Context: an optimization exercise on an open-source flow, tuned for small area, a short achievable clock period and few clock cycles. The choices shown serve that exercise and are no tape-out recipe. Only simulation tests tie the RTL to the original design; equivalence was not proved. No activity file was given, so power comes from the tool's default toggle rates.

[flow/design.v]
module pcmdf_dec (
    input  wire        clk,
    input  wire        rst,
    input  wire        start,
    input  wire [15:0] cfg_len,
    input  wire [15:0] cfg_fps,
    input  wire        cfg_fps_set,
    input  wire        cfg_extract,
    output wire        idle,
    input  wire        in_valid,
    output wire        in_ready,
    input  wire [31:0] in_data,
    output reg         out_valid,
    input  wire        out_ready,
    output reg  [1:0]  out_type,
    output reg  [31:0] out_data,
    output reg  [2:0]  out_nbytes,
    output reg         out_tp,
    output reg  [63:0] out_ts,
    output reg  [15:0] out_hdr,
    output reg         out_ss,
    output reg  [31:0] out_sync,
    output reg  [15:0] out_sfid,
    output reg  [15:0] out_plen,
    output wire [2:0]  out_status,
    output reg  [15:0] out_offset,
    output reg  [15:0] out_count,
    output reg  [31:0] out_mode_word
);
    localparam [1:0] T_HDR = 2'd0, T_PAY = 2'd1, T_END = 2'd2;
    localparam [1:0] PH_MODE  = 2'd0,   
                     PH_TP    = 2'd1,   
                     PH_REC   = 2'd2,   
                     PH_DRAIN = 2'd3;   
    reg        busy;
    reg [1:0]  phase;
    reg [1:0]  status;
    reg        fpsv_l;      
    reg        xbad;        
    reg [14:0] wrem;        
    reg [17:0] bfit;        
    reg [15:0] shr;         
    reg [15:0] hl;          
    reg [3:0]  fi;          
    reg [15:0] hold;        
    reg        hv;          
    reg        df;          
    reg        tsh;         
    assign out_status = {1'b0, status};
    wire out_free = !out_valid || out_ready;
    wire more     = (wrem != 15'd0);
    assign in_ready = busy && more && out_free;
    wire take     = in_valid && in_ready;
    assign idle     = !busy && out_free;
    wire last_w   = (wrem == 15'd1);
    wire [15:0] h0 = in_data[15:0];
    wire [15:0] h1 = in_data[31:16];
    wire        x  = out_ss;
    wire        odd = out_plen[0];      
    wire        rlast0 = (hl == 16'd0);           
    wire        rlast1 = (hl == 16'd1);           
    wire [3:0]  f0 = fi;
    wire [3:0]  f1 = rlast0 ? 4'd0 : ((fi == 4'd8) ? 4'd8 : fi + 4'd1);
    wire        p0 = x ? (f0 >= 4'd8) : (f0 >= 4'd5);
    wire        p1 = x ? (f1 >= 4'd8) : (f1 >= 4'd5);
    wire        fits0 = !bfit[17];
    wire        fits1 = !bfit[17] && (bfit[16:1] != 16'd0);
    wire        start0 = (f0 == 4'd0);
    wire        nofit0 = start0 && !fits0;
    wire        nofit1 = rlast0 && !fits1;
    wire        bad0   = start0 && xbad;
    wire        ts_bad0 = (f0 == 4'd3) && (out_ts[47:0] == 48'hFFFF_FFFF_FFFF) && (h0 == 16'hFFFF);
    wire        ts_bad1 = (f1 == 4'd3) && (out_ts[31:0] == 32'hFFFF_FFFF) && (h0 == 16'hFFFF) && (h1 == 16'hFFFF);
    wire        hdr0 = x ? (f0 == 4'd7) : (f0 == 4'd4);
    wire        hdr1 = x ? (f1 == 4'd7) : (f1 == 4'd4);
    wire        stop0  = nofit0 || bad0;
    wire        ode0   = !nofit0 && (bad0 || ts_bad0);
    always @(posedge clk) begin
        if (rst) begin
            busy      <= 1'b0;
            out_valid <= 1'b0;
            df        <= 1'b0;
        end else begin
            if (out_valid && out_ready)
                out_valid <= 1'b0;
            if (!busy) begin
                if (start && out_free) begin
                    busy          <= 1'b1;
                    fpsv_l        <= cfg_fps_set;
                    xbad          <= cfg_extract && (cfg_fps < 16'd6);
                    out_ss        <= cfg_extract;
                    out_plen      <= cfg_extract ? cfg_fps - 16'd6 : cfg_fps;
                    shr           <= ({1'b0, cfg_fps} + 17'd9) >> 1;
                    bfit          <= {2'b00, cfg_len} - {2'b00, cfg_fps} - 18'd10;
                    wrem          <= {1'b0, cfg_len[15:2]} + {14'd0, |cfg_len[1:0]};
                    out_count     <= 16'd0;
                    out_mode_word <= 32'd0;
                    hv            <= 1'b0;
                    df            <= 1'b0;
                    tsh           <= 1'b0;
                    if (cfg_len < 16'd4) begin
                        status     <= 2'd1;
                        out_offset <= 16'd0;
                        phase      <= PH_DRAIN;
                    end else begin
                        status     <= 2'd0;
                        out_offset <= cfg_len;
                        phase      <= PH_MODE;
                    end
                end
            end else begin
                if (df && out_free) begin
                    out_valid  <= 1'b1;
                    out_type   <= T_PAY;
                    out_data   <= {in_data[15:0], hold};
                    out_nbytes <= odd ? 3'd1 : 3'd2;
                    df         <= 1'b0;
                    hv         <= 1'b0;
                end
                if (take) begin
                    wrem <= wrem - 15'd1;
                    bfit <= bfit - 18'd4;
                    case (phase)
                        PH_MODE: begin
                            out_mode_word <= in_data;
                            fi            <= 4'd0;
                            hl            <= shr;
                            if (in_data[20]) begin
                                out_valid <= 1'b1;
                                out_type  <= T_HDR;
                                out_tp    <= 1'b1;
                                out_plen  <= out_offset - 16'd4;
                                out_count <= 16'd1;
                                phase     <= PH_TP;
                            end else begin
                                out_tp     <= 1'b0;
                                out_offset <= 16'd4;
                                if (!fpsv_l) begin
                                    status <= 2'd2;
                                    phase  <= PH_DRAIN;
                                end else begin
                                    phase  <= PH_REC;
                                end
                            end
                        end
                        PH_TP: begin
                            out_valid  <= 1'b1;
                            out_type   <= T_PAY;
                            out_data   <= in_data;
                            out_nbytes <= (last_w && out_offset[1:0] != 2'd0) ? {1'b0, out_offset[1:0]} : 3'd4;
                        end
                        PH_REC: begin
                            fi <= rlast0 ? 4'd1 : rlast1 ? 4'd0 : (fi >= 4'd6) ? 4'd8 : fi + 4'd2;
                            hl <= rlast0 ? shr - 16'd1 : rlast1 ? shr : hl - 16'd2;
                            if (stop0 || ode0) begin
                                phase <= PH_DRAIN;
                                if (ode0) begin
                                    status    <= 2'd3;
                                    out_count <= 16'd0;
                                end
                            end else begin
                                case (f0)
                                    4'd0: out_ts[15:0]  <= h0;
                                    4'd1: out_ts[31:16] <= h0;
                                    4'd2: out_ts[47:32] <= h0;
                                    4'd3: out_ts[63:48] <= h0;
                                    4'd4: if (!x) out_hdr <= h0;
                                    default: ;
                                endcase
                                if (x) begin
                                    case (f0)
                                        4'd4: out_hdr <= h0;
                                        4'd5: out_sync[31:16] <= h0;
                                        4'd6: out_sync[15:0]  <= h0;
                                        4'd7: out_sfid <= h0;
                                        default: ;
                                    endcase
                                end
                                if (tsh)
                                    out_ts[15:0] <= hold;
                                tsh <= 1'b0;
                                case (f1)
                                    4'd0: if (hdr0) begin
                                              hold <= h1;
                                              tsh  <= 1'b1;
                                          end else
                                              out_ts[15:0] <= h1;
                                    4'd1: out_ts[31:16] <= h1;
                                    4'd2: out_ts[47:32] <= h1;
                                    4'd3: out_ts[63:48] <= h1;
                                    4'd4: out_hdr <= h1;
                                    default: ;
                                endcase
                                if (x) begin
                                    case (f1)
                                        4'd5: out_sync[31:16] <= h1;
                                        4'd6: out_sync[15:0]  <= h1;
                                        4'd7: out_sfid <= h1;
                                        default: ;
                                    endcase
                                end
                                if (rlast0 || rlast1) begin
                                    out_count  <= out_count + 16'd1;
                                    out_offset <= out_offset + {shr[14:0], 1'b0} + 16'd2;
                                end
                                if (ts_bad1) begin
                                    status    <= 2'd3;
                                    out_count <= 16'd0;
                                    phase     <= PH_DRAIN;
                                end else if (nofit1) begin
                                    phase <= PH_DRAIN;
                                end
                                if ((hdr0 || hdr1) && !ts_bad1) begin
                                    out_valid <= 1'b1;
                                    out_type  <= T_HDR;
                                    if (p1) begin
                                        hold <= h1;
                                        hv   <= 1'b1;
                                        df   <= rlast1;
                                    end
                                end else if (hv) begin
                                    if (p0) begin
                                        out_valid  <= 1'b1;
                                        out_type   <= T_PAY;
                                        out_data   <= {h0, hold};
                                        out_nbytes <= (rlast0 && odd) ? 3'd3 : 3'd4;
                                        if (p1) begin
                                            hold <= h1;
                                            df   <= rlast1;
                                        end else begin
                                            hv   <= 1'b0;
                                        end
                                    end
                                end else if (p0) begin
                                    out_valid  <= 1'b1;
                                    out_type   <= T_PAY;
                                    out_data   <= in_data;
                                    out_nbytes <= rlast0 ? (odd ? 3'd1 : 3'd2) :
                                                  (rlast1 && odd) ? 3'd3 : 3'd4;
                                end
                            end
                        end
                        default: ;
                    endcase
                end else if (!more && !df && out_free) begin
                    out_valid <= 1'b1;
                    out_type  <= T_END;
                    busy      <= 1'b0;
                end
            end
        end
    end
endmodule
[flow/run.sh]
#!/bin/bash
# synth_recipe.tcl (not shown) runs the flow's synth.tcl, then flattens the netlist and writes it again
# the make line also repeats each setting of config.mk as NAME=value (left out here)
make -C /OpenROAD-flow-scripts/flow DESIGN_CONFIG=/design/flow/config.mk WORK_HOME=/design/flow/orfs CLKGATE_MAP_FILE= SYNTH_SCRIPT=/design/flow/synth_recipe.tcl finish
[flow/config.mk]
export PLATFORM = sky130hd
export DESIGN_NAME = pcmdf_dec
export DESIGN_NICKNAME = pcmdf_dec
export VERILOG_FILES = /design/flow/design.v
export SDC_FILE = /design/flow/constraint.sdc
export NUM_CORES = 4
export LEC_CHECK = 0
export CAP_MARGIN = 20
export CORE_MARGIN = 2
export CORE_UTILIZATION = 40
export PLACE_DENSITY = 0.6
export SETUP_SLACK_MARGIN = 4.5
export SLEW_MARGIN = 20
[flow/constraint.sdc]
create_clock -name core_clock -period 8.0 [get_ports {clk}]
set_input_delay 1.6000 -clock core_clock [delete_from_list [all_inputs] [get_ports {clk}]]
set_output_delay 1.6000 -clock core_clock [all_outputs]
set_load 0.01 [all_outputs]
==> flow_summary.json, run 1 <==
{
  "outcome": "complete, no violations",
  "synth_fa_ha_area_share_pct": 3.91,
  "fin_crit_sh_pct": 48.1,
  "tightest_slew_ns": 1.12,
  "route.detailed.wl_per_inst_um": 24.8,
  "fin_setup_tns_ns": 0,
  "switching_power_w": 0.00134,
  "grt_pass1_wl_um": 116000,
  "drt_iter0_markers": 1822,
  "end_kind": "flip-flop",
  "layout_common_cells": "edfxtp_1 (339), clkdlybuf4s50_1 (265), nand2_1 (206), nor2_1 (141), o21ai_0 (127)",
  "grt_util_all_layers_pct": 27.4,
  "worstPathMaxFanout": 4,
  "p_int_w": 0.00346,
  "gp_congestion": 0.876,
  "arrival_ns": 4.16,
  "synthCells": 2081,
  "fin_hold_ws_ns": 0.590,
  "vias_per_cell": 5.96,
  "clk_pin_slew_ns": 0.06,
  "cts_root_buf": "clkbuf_16",
  "synth.cell_area_mm2": 0.0215,
  "fin_cells": 3177,
  "start_util_pct": 40.7,
  "synth_fp_nets": 2218,
  "grt_pass1_vias": 18300,
  "ys_ff_latch": 342,
  "setup_viol": 0,
  "combPwrFrac_pct": 17.6,
  "layout_commonest_cell": "edfxtp_1",
  "rsz0062_at_grt": "true",
  "synth_compound_area_share_pct": 14.5,
  "ir_drop_uv": 147,
  "io_pins": 324,
  "finalWirelength_um": 78700,
  "synth_top_family_by_area": "simple AND/OR/NAND/NOR gates",
  "nets": 2597,
  "ant_nets": 0,
  "seqPwrFrac_pct": 44.2,
  "switching_share_pct": 27.9,
  "synth_edf_count": 339,
  "finClkSkew_ns": 0.0285,
  "clkLatencyLatePin_ns": 0.59,
  "die_area_mm2": 0.0556,
  "ctsHoldBuffers": 0,
  "synth-xor-area-share_pct": 5.17,
  "avgSynthCellArea_um2": 10.3,
  "drive_gt1_share_pct": 19.5,
  "max_cap_violations": 0,
  "grt_start_max_net_pins": 57,
  "clock_path_buffers": 3,
  "drc_errors": 0,
  "period_minus_slack_ns": 3.85,
  "antenna_found_initial": 2,
  "slew_viol_final": 0,
  "ys_warn_count": 1,
  "hold_path.class": "flip-flop to flip-flop",
  "cp-start-kind": "input pin",
  "relSlewSlack_pct": 25.1,
  "p_leak_nw": 10.2,
  "cts_tree": "yes",
  "cp.required_ns": 8.31,
  "yosys.area_share.simple_pct": 15.9,
  "synth-seq-area-share_pct": 47.6,
  "die_x_um": 236,
  "async_flop_share_pct": 0,
  "core_area_mm2": 0.0529,
  "fin_ws_ns": 4.15,
  "num_rows": 84,
  "muxShareOfSynthArea_pct": 9.14,
  "clkSinkCount": 342,
  "grt_overflow_total": 0,
  "hpwlAfterDp_um": 51800,
  "hold_viol_final": 0,
  "p_per_area_mw_per_mm2": 168,
  "cts-buffers-inserted": 42,
  "die_h_um": 236,
  "ys_types": 92,
  "preCtsSetupSlack_ns": 2.62,
  "clock_power_share_pct": 38.2,
  "dp.cells": 2993,
  "firstDrtPassIters": 6,
  "io_buffers": 322,
  "max_freq_mhz": 260,
  "synth_ff_type": "edfxtp_1",
  "vias": 18900,
  "h-tree-depth": 2,
  "area_delta_synth_final_pct": 32.8,
  "crit_type": "input pin to flip-flop"
}
critical path, cell delays in order:
cell and delay [ns]:
buf_6 0.09, nand2b_4 0.14, fa_2 0.37, a21o_4 0.24
a2111oi_4 0.42, nor4_1 0.10, nand3b_1 0.23, a21oi_2 0.20
nand4_1 0.20, o31a_1 0.29, o31a_1 0.27
per-layer routing:
metal  vias to the layer above  wire length [um]  track usage [%]
li1                       8543                 -                -
met1                      9303             31900             35.6
met2                       947             37900             46.4
met3                       143              5920             3.80
met4                         2              2980             10.2
met5                         -                13                0
synth_stat cells, types with 11 or more instances:
library cell,n,area (um^2)
ha_1,64,801
o31a_1,14,123
o21ai_0,134,671
nor4_1,36,225
o311ai_0,14,123
nand4_1,27,169
a211oi_1,22,165
buf_2,11,55.1
nor2b_1,26,163
and3_1,16,100
o21a_1,11,82.6
edfxtp_1,339,10200
nand3_1,39,195
mux2_2,74,833
a221o_1,19,190
or2_2,15,93.8
xor2_1,48,420
xnor2_1,79,692
a21o_1,13,97.6
nand2_1,210,788
clkbuf_1,115,432
and2_1,42,263
a21oi_1,127,636
or3_1,17,106
nor2_1,150,563
nor3_1,54,270
nand2b_1,18,113
mux2i_1,98,981
inv_1,61,229
sequential cells by signal, indices dropped and copies added (netlist names), 3 cells and up, named ones only:
name	flops
out_sync	32
fi	4
hl	16
wrem	15
out_mode_word	32
bfit	17
out_nbytes	3
out_count	16
hold	16
shr	16
out_plen	16
out_data	32
out_offset	16
out_ts	64
out_sfid	16
path summary, 6_finish.rpt:
check / slack (ns) / from / cells after the start / end
worst min-delay path: 0.59 / shr[15] / 1 / hl[15]
worst max-delay path: 4.15 / cfg_len[0] / 11 / bfit[16]
worst min register to register: 0.59 / shr[15] / 1 / hl[15]
worst max register to register: 4.61 / hl[3] / 7 / out_ts[14]
final cells by class:
| type | count | area, um^2 |
|---|---|---|
| fill | 4617 | 24300 |
| multi-input combinational | 1547 | 11300 |
| sequential | 342 | 10200 |
| timing repair buffer | 463 | 4620 |
| clock buffer | 50 | 1080 |
| tap | 688 | 861 |
| inverter | 63 | 258 |
| clock inverter | 22 | 203 |
| timing repair inverter | 1 | 7.51 |
| antenna | 1 | 2.50 |
power groups by stage:
stage                     Sequential, W  Combinational [W]  Clock, W
after floorplan                 0.00214           0.000446         0
after global placement          0.00215           0.000711         0
after detailed placement        0.00216           0.000725         0
after CTS                       0.00212           0.000809   0.00186
after global routing            0.00213           0.000904   0.00192
final                           0.00212           0.000843   0.00183
logic make-up (layout without fill, tap and decap cells):
group                      count (synthesis)  after routing
AOI/OAI and AO/OA                        469            476
xor gates and xnor gates                 127            127
adders and majority gates                 66             66
buffers and inverters                    200            599
DFF                                      342            342
muxes                                    182            182
other                                      1              2
and+or+nand+nor                          694            695
what timing repair did:
action,4_1_cts,5_1_grt
pin swaps,40,33
buffers inserted,77,19
endpoints found under the setup margin,331,241
resized for setup,356,72
endpoints found under the hold margin,0,0
cloned,15,0
through the flow:
stage / area (um^2) / utilization [%] / total power [W]
6_report: 28500 / 54.0 / 0.00479
5_1_grt: 28500 / 54.0 / 0.00495
4_1_cts: 28200 / 53.4 / 0.00479
3_5_place_dp: 25600 / 48.5 / 0.00288
3_3_place_gp: 25600 / 48.5 / 0.00287
2_1_floorplan: 21800 / - / 0.00259
Testbench counts, summed over its fixed seeds: cycles 18,994.
==> inputs of run 2 (changes only) <==
--- a/flow/config.mk
+++ b/flow/config.mk
@@ -9,5 +9,5 @@
 export CORE_MARGIN = 2
 export CORE_UTILIZATION = 40
 export PLACE_DENSITY = 0.6
-export SETUP_SLACK_MARGIN = 4.5
+export SETUP_SLACK_MARGIN = 3
 export SLEW_MARGIN = 20
==> run 2 against run 1 <==
  * Sequential power is essentially flat
  * Highest routed layer is now met4
  * Critical path depth shrank 7
  * Utilization shrank 3.3 points
  * Total power shrank 3.9%
  * Largest power group unchanged
  * Still clean
==> flow_summary.json, run 2 <==
{
  "grt_overflow_total": 0,
  "grt_start_max_net_pins": 78,
  "fin_crit_sh_pct": 62.4,
  "vias": 18100,
  "avgSynthCellArea_um2": 10.3,
  "reg2reg_depth": 11,
  "ys_types": 92,
  "r2r_setup_slack_ns": 4.17,
  "period_minus_slack_ns": 4.99,
  "arrival_ns": 3.39,
  "io_pins": 324,
  "cts_tree": "yes",
  "grt_util_met2_pct": 41.9,
  "crit_path_top_delay_cell": "clkdlybuf4s50_1",
  "fin_hold_ws_ns": 0.592,
  "die_h_um": 236,
  "nets": 2507,
  "max_cap_violations": 0,
  "core_area_mm2": 0.0529,
  "hold_viol_final": 0,
  "design_area_mm2": 0.0268,
  "synth-seq-area-share_pct": 47.6,
  "cts-buffers-inserted": 41,
  "finalWirelength_um": 74000,
  "min_to": "df",
  "post_cts_buffers": 0,
  "hpwlAfterDp_um": 52600,
  "finClkSkew_ns": 0.0248,
  "worstPathMaxFanout": 6,
  "yosysTopAreaCellShare_pct": 47.4,
  "layout_commonest_cell": "edfxtp_1",
  "layout_common_cells": "edfxtp_1 (339), clkdlybuf4s50_1 (321), nand2_1 (210), nor2_1 (147), o21ai_0 (134)",
  "outcome": "complete, no violations",
  "r2r_start": "fi[0]",
  "top_register": "out_ts",
  "synthCells": 2081,
  "antenna_found_initial": 1,
  "drc_errors": 0,
  "end_kind": "output pin",
  "relSlewSlack_pct": 29.6,
  "path_cells": "clkdlybuf4s50_1 -> nor2b_1 -> nor2_1 -> clkdlybuf4s50_1",
  "cp-start-kind": "input pin",
  "grt.busiest_layer": "met2",
  "clock_path_buffers": 3,
  "drt_iter0_markers": 1520,
  "die_x_um": 236,
  "firstDrtPassIters": 5,
  "crit_cells": 4,
  "placed_cell_area_mm2": 0.0256,
  "hold_path.class": "flip-flop to flip-flop",
  "synth_ff_type": "edfxtp_1",
  "synth_edf_count": 339,
  "grt_pass1_wl_um": 111000,
  "min-delay-start": "df",
  "ir_drop_uv": 134,
  "drive_gt1_share_pct": 10.4,
  "vias_per_cell": 5.88,
  "synthTopCellsByCount": "edfxtp_1 (339), nand2_1 (210), nor2_1 (150)",
  "cts_root_buf": "clkbuf_16",
  "grt_pass1_vias": 17600,
  "gr-usage-met3_pct": 5.35,
  "route.detailed.wl_per_inst_um": 24.0,
  "synth_fp_nets": 2218,
  "ys_ff_latch": 342,
  "grt_util_met1_pct": 34.7,
  "io_buffers": 322,
  "crit_type": "input pin to output pin",
  "ant_nets": 0,
  "critPathMostFrequentCell": "clkdlybuf4s50_1",
  "synth.cell_area_mm2": 0.0215,
  "clkLatencyLatePin_ns": 0.59,
  "synth_area_leaders": "edfxtp_1 (47%), mux2i_1 (4.6%), mux2_2 (3.9%), ha_1 (3.7%), nand2_1 (3.7%)",
  "yosysMostFrequentCell": "edfxtp_1",
  "p_leak_nw": 9.46,
  "setup_viol": 0,
  "rsz0062_at_grt": "true",
  "p_per_area_mw_per_mm2": 172,
  "crit_buf_inv": 2,
  "grt_util_all_layers_pct": 26.1,
  "tightest_slew_ns": 1.05,
  "ys_warn_count": 1,
  "num_rows": 84,
  "r2r-end": "out_data[30]",
  "largest_register_ffs": 64,
  "slew_viol_final": 0,
  "start_util_pct": 40.7,
  "clkSinkCount": 342,
  "min_path_cells": 2,
  "crit_family": "buffers and inverters",
  "fin_setup_tns_ns": 0,
  "async_flop_share_pct": 0,
  "crit_path_max_incr_delay_ns": 0.55,
  "synth_top_area_cell": "edfxtp_1",
  "area_delta_synth_final_pct": 24.7,
  "gp_congestion": 0.880,
  "h-tree-depth": 2,
  "max_freq_mhz": 200,
  "clk_pin_slew_ns": 0.06,
  "die_area_mm2": 0.0556,
  "cp.required_ns": 6.40
}
[run 2: cell type report]
cell class                 instances  area (um^2)
fill                            4776        26100
antenna                            1         2.50
inverter                          63          236
multi-input combinational       1539        10500
timing repair buffer             383         3700
clock inverter                    16          149
tap                              688          861
sequential                       342        10200
clock buffer                      54         1070
[run 2: worst min-delay path: cells and delay by family, from the launching register on]
family           cells  cell delay, ns
AO/OA/AOI/OAI        1            0.07
flip-flops           1            0.37
AND/OR/NAND/NOR      1            0.10
[run 2: kinds of logic (layout without fill, tap and decap cells)]
group | Yosys count | count (layout) | synth area share, %
compound gates | 469 | 469 | 14.5
xor+xnor | 127 | 127 | 5.17
fa+ha+maj | 66 | 66 | 3.91
buf+inv | 200 | 516 | 3.70
flops | 342 | 342 | 47.6
mux | 182 | 182 | 9.14
other cells | 1 | 2 | 0.0174
simple gates | 694 | 694 | 15.9
[run 2: power by group]
group | total, W | switching (W) | internal [W]
Combinational | 0.000729 | 0.000420 | 0.000309
Sequential | 0.00213 | 0.0000720 | 0.00205
Clock | 0.00175 | 0.000770 | 0.000983
[run 2: layer usage]
| metal | up-vias | routed length (um) |
|---|---|---|
| li1 | 8347 | - |
| met1 | 8842 | 31300 |
| met2 | 805 | 34500 |
| met3 | 145 | 5470 |
| met4 | 0 | 2760 |
| met5 | - | 0 |
[run 2: what timing repair did]
action                     in CTS  in global routing
setup endpoints to repair       1                 20
gates resized for setup         2                  2
hold buffers                    0                  0
[run 2: stage by stage]
stage / power (W) / worst slack (ns) / util [%] / cells
after global routing: 0.00478 / 2.95 / 50.7 / 3086
after CTS: 0.00463 / 3.01 / 50.7 / 3085
after floorplan: 0.00257 / 3.28 / - / 2081
after global placement: 0.00287 / 2.65 / 48.3 / 3014
final: 0.00461 / 3.01 / 50.7 / 3086
after detailed placement: 0.00288 / 2.45 / 48.4 / 3015
[run 2: worst max-delay path by stage]
stage                      startpoint       endpoint  slack (ns)
after floorplan            in_data[3]        hold[0]        3.28
after global routing        out_ready           idle        2.95
after detailed placement  in_data[10]   out_count[9]        2.45
final                       out_ready           idle        3.01
after global placement    in_data[10]  out_count[12]        2.65
after CTS                   out_ready       in_ready        3.01
==> inputs of run 3 (changes only) <==
--- a/flow/config.mk
+++ b/flow/config.mk
@@ -9,5 +9,4 @@
 export CORE_MARGIN = 2
 export CORE_UTILIZATION = 40
 export PLACE_DENSITY = 0.6
-export SETUP_SLACK_MARGIN = 3
 export SLEW_MARGIN = 20
==> run 3 against run 2 <==
  * Area after synthesis stayed put
  * Non-clock buffer count stayed put
  * Total power is 0.10% lower
  * Combinational power hardly changed
  * Clock skew is 0.0028 ns higher
  * Sequential share of layout area hardly changed
==> flow_summary.json, run 3 <==
{
  "finalWirelength_um": 74000,
  "h-tree-depth": 2,
  "min_path_cells": 2,
  "area_delta_synth_final_pct": 24.6,
  "vias": 18200,
  "ir_drop_uv": 133,
  "die_area_mm2": 0.0556,
  "ant_nets": 0,
  "post_cts_buffers": 0,
  "largest_register_ffs": 64,
  "avgSynthCellArea_um2": 10.3,
  "p_per_area_mw_per_mm2": 172,
  "finClkSkew_ns": 0.0276,
  "nets": 2507,
  "synth-seq-area-share_pct": 47.6,
  "cp.required_ns": 6.40,
  "core_area_mm2": 0.0529,
  "layout_common_cells": "edfxtp_1 (339), clkdlybuf4s50_1 (322), nand2_1 (210), nor2_1 (147), o21ai_0 (134)",
  "async_flop_share_pct": 0,
  "start_util_pct": 40.7,
  "num_rows": 84,
  "firstDrtPassIters": 5,
  "tightest_slew_ns": 1.03,
  "r2r_setup_slack_ns": 4.17,
  "max_freq_mhz": 195,
  "period_minus_slack_ns": 5.14,
  "fin_crit_sh_pct": 64.2,
  "synthTopCellsByCount": "edfxtp_1 (339), nand2_1 (210), nor2_1 (150)",
  "grt_pass1_wl_um": 111000,
  "crit_path_top_delay_cell": "clkdlybuf4s50_1",
  "antenna_found_initial": 1,
  "clock_power_share_pct": 38.0,
  "ys_types": 92,
  "cts_resized": 0,
  "drive_gt1_share_pct": 10.3,
  "crit_family": "buffers and inverters",
  "grt_start_max_net_pins": 78,
  "gp_congestion": 0.880,
  "synth_area_leaders": "edfxtp_1 (47%), mux2i_1 (4.6%), mux2_2 (3.9%), ha_1 (3.7%), nand2_1 (3.7%)",
  "grt_pass1_vias": 17600,
  "critPathMostFrequentCell": "clkdlybuf4s50_1",
  "synth_fp_nets": 2218,
  "cp-start-kind": "input pin",
  "cts-buffers-inserted": 41,
  "crit_type": "input pin to output pin",
  "clkLatencyLatePin_ns": 0.59,
  "ys_ff_latch": 342,
  "slew_viol_final": 0,
  "top_register": "out_ts",
  "synth_top_area_cell": "edfxtp_1",
  "rsz0062_at_grt": "false",
  "outcome": "complete, no violations",
  "io_buffers": 322,
  "combPwrFrac_pct": 15.8,
  "setup_viol": 0,
  "min_to": "df",
  "path_cells": "clkdlybuf4s50_1 -> nand2b_1 -> nand2_1 -> a21oi_1 -> clkdlybuf4s50_1",
  "die_h_um": 236,
  "min-delay-start": "df",
  "io_pins": 324,
  "hold_path.class": "flip-flop to flip-flop",
  "cts_tree": "yes",
  "reg2reg_depth": 11,
  "switching_power_w": 0.00126,
  "ctsHoldBuffers": 0,
  "p_leak_nw": 9.44,
  "synth_ff_type": "edfxtp_1",
  "layout_commonest_cell": "edfxtp_1",
  "startpoint": "out_ready",
  "drc_errors": 0,
  "route.detailed.wl_per_inst_um": 24.0,
  "clkSinkCount": 342,
  "end_kind": "output pin",
  "die_x_um": 236,
  "max_cap_violations": 0,
  "relSlewSlack_pct": 31.2,
  "vias_per_cell": 5.89,
  "crit_path_max_incr_delay_ns": 0.63,
  "yosysTopAreaCellShare_pct": 47.4,
  "r2r-end": "out_data[30]",
  "grt_util_all_layers_pct": 26.1,
  "yosysMostFrequentCell": "edfxtp_1",
  "clk_pin_slew_ns": 0.06,
  "hpwlAfterDp_um": 52600,
  "seqPwrFrac_pct": 46.2,
  "arrival_ns": 3.54,
  "switching_share_pct": 27.3,
  "grt_overflow_total": 0,
  "cts_root_buf": "clkbuf_16",
  "synth_edf_count": 339,
  "p_int_w": 0.00335,
  "synth.cell_area_mm2": 0.0215,
  "power_w": 0.00460,
  "r2r_start": "fi[0]",
  "worstPathMaxFanout": 5,
  "crit_buf_inv": 2,
  "clock_path_buffers": 3,
  "drt_iter0_markers": 1544,
  "hold_viol_final": 0,
  "synthCells": 2081,
  "fin_setup_tns_ns": 0,
  "ys_warn_count": 1
}
[run 3: tightest hold or removal path: cells and delay by family, from the launching register on]
family / cells / cell delay [ns]
DFF: 1 / 0.37
AOI/OAI and AO/OA: 1 / 0.07
and+or+nand+nor: 1 / 0.10
[run 3: layout make-up]
type	instances	area, um^2
Fill cell	4775	26100
Multi-Input combinational cell	1539	10500
Sequential cell	342	10200
Timing Repair Buffer	383	3700
Clock buffer	54	1070
Tap cell	688	861
Inverter	63	236
Clock inverter	16	149
Antenna cell	1	2.50
[run 3: worst max-delay path by stage]
stage                               end  slack (ns)  depth (start not counted)
final                          in_ready        2.86                          5
after global routing       out_count[1]        2.78                          8
after CTS                      in_ready        2.84                          5
after detailed placement   out_count[9]        2.45                          8
after global placement    out_count[12]        2.65                          8
after floorplan                 hold[0]        3.28                          8
[run 3: cells by family (layout without fill, tap and decap cells)]
kind of cell | count (synthesis) | count (layout) | share of synthesized area, %
DFF | 342 | 342 | 47.6
and+or+nand+nor | 694 | 694 | 15.9
xor gates and xnor gates | 127 | 127 | 5.17
muxes | 182 | 182 | 9.14
AOI/OAI and AO/OA | 469 | 469 | 14.5
other | 1 | 2 | 0.0174
adders and majority gates | 66 | 66 | 3.91
buffers and inverters | 200 | 516 | 3.70
[run 3: per-stage QoR]
| stage | instances | utilization, % | setup slack [ns] | cell area (um^2) | hold slack, ns |
|---|---|---|---|---|---|
| 2_1_floorplan | 2081 | - | 3.28 | 21500 | 0.406 |
| 3_3_place_gp | 3014 | 48.3 | 2.65 | 25500 | 0.576 |
| 3_5_place_dp | 3015 | 48.4 | 2.45 | 25600 | 0.581 |
| 4_1_cts | 3085 | 50.7 | 2.84 | 26800 | 0.595 |
| 5_1_grt | 3086 | 50.7 | 2.78 | 26800 | 0.613 |
| 6_report | 3086 | 50.7 | 2.86 | 26800 | 0.593 |
[run 3: layer usage]
metal / up-vias / part of all wire [%] / global-route usage (%)
li1: 8340 / - / -
met1: 8864 / 42 / 34.7
met2: 830 / 46 / 41.9
met3: 152 / 7.6 / 5.35
met4: 0 / 3.9 / 10.1
met5: - / 0 / 0
[run 3: power by group through the flow]
stage,Clock (W),Sequential [W],Combinational [W]
after detailed placement,0,0.00216,0.000719
final,0.00175,0.00213,0.000729
after global routing,0.00185,0.00213,0.000793
after global placement,0,0.00216,0.000707
after CTS,0.00178,0.00212,0.000725
after floorplan,0,0.00215,0.000428

==> port drivers added, routing unchanged <==
The results above use ideal ports. As a check the final layouts listed here were re-extracted and re-timed, cells and wires unchanged. Step 1 (the two cells are an assumption about what drives the block):
set clk [get_ports {clk}]
set_driving_cell -lib_cell sky130_fd_sc_hd__clkbuf_16 $clk
set_driving_cell -lib_cell sky130_fd_sc_hd__buf_2 [delete_from_list [all_inputs] $clk]
Step 2, shift: input delay + t, output delay - t, t = (earliest + latest rising clock arrival at the registers) / 2. This alone moves slack from input paths to output paths. Three values: ideal ports, drivers, drivers and shift; two values: the first two.
run	t, ns	slack for setup (ns)	latest minus earliest clock arrival (ns)
run 1	0.629	4.151 / 4.142 / 3.532	0.029 / 0.029
run 2	0.643	3.010 / 2.984 / 2.578	0.025 / 0.025
run 3	0.641	2.862 / 2.833 / 2.384	0.028 / 0.028
After both steps setup and hold are still met in every run listed. The setup slack of run 1, which loses most, moves by -0.009 ns with the drivers and by -0.619 ns with both steps.
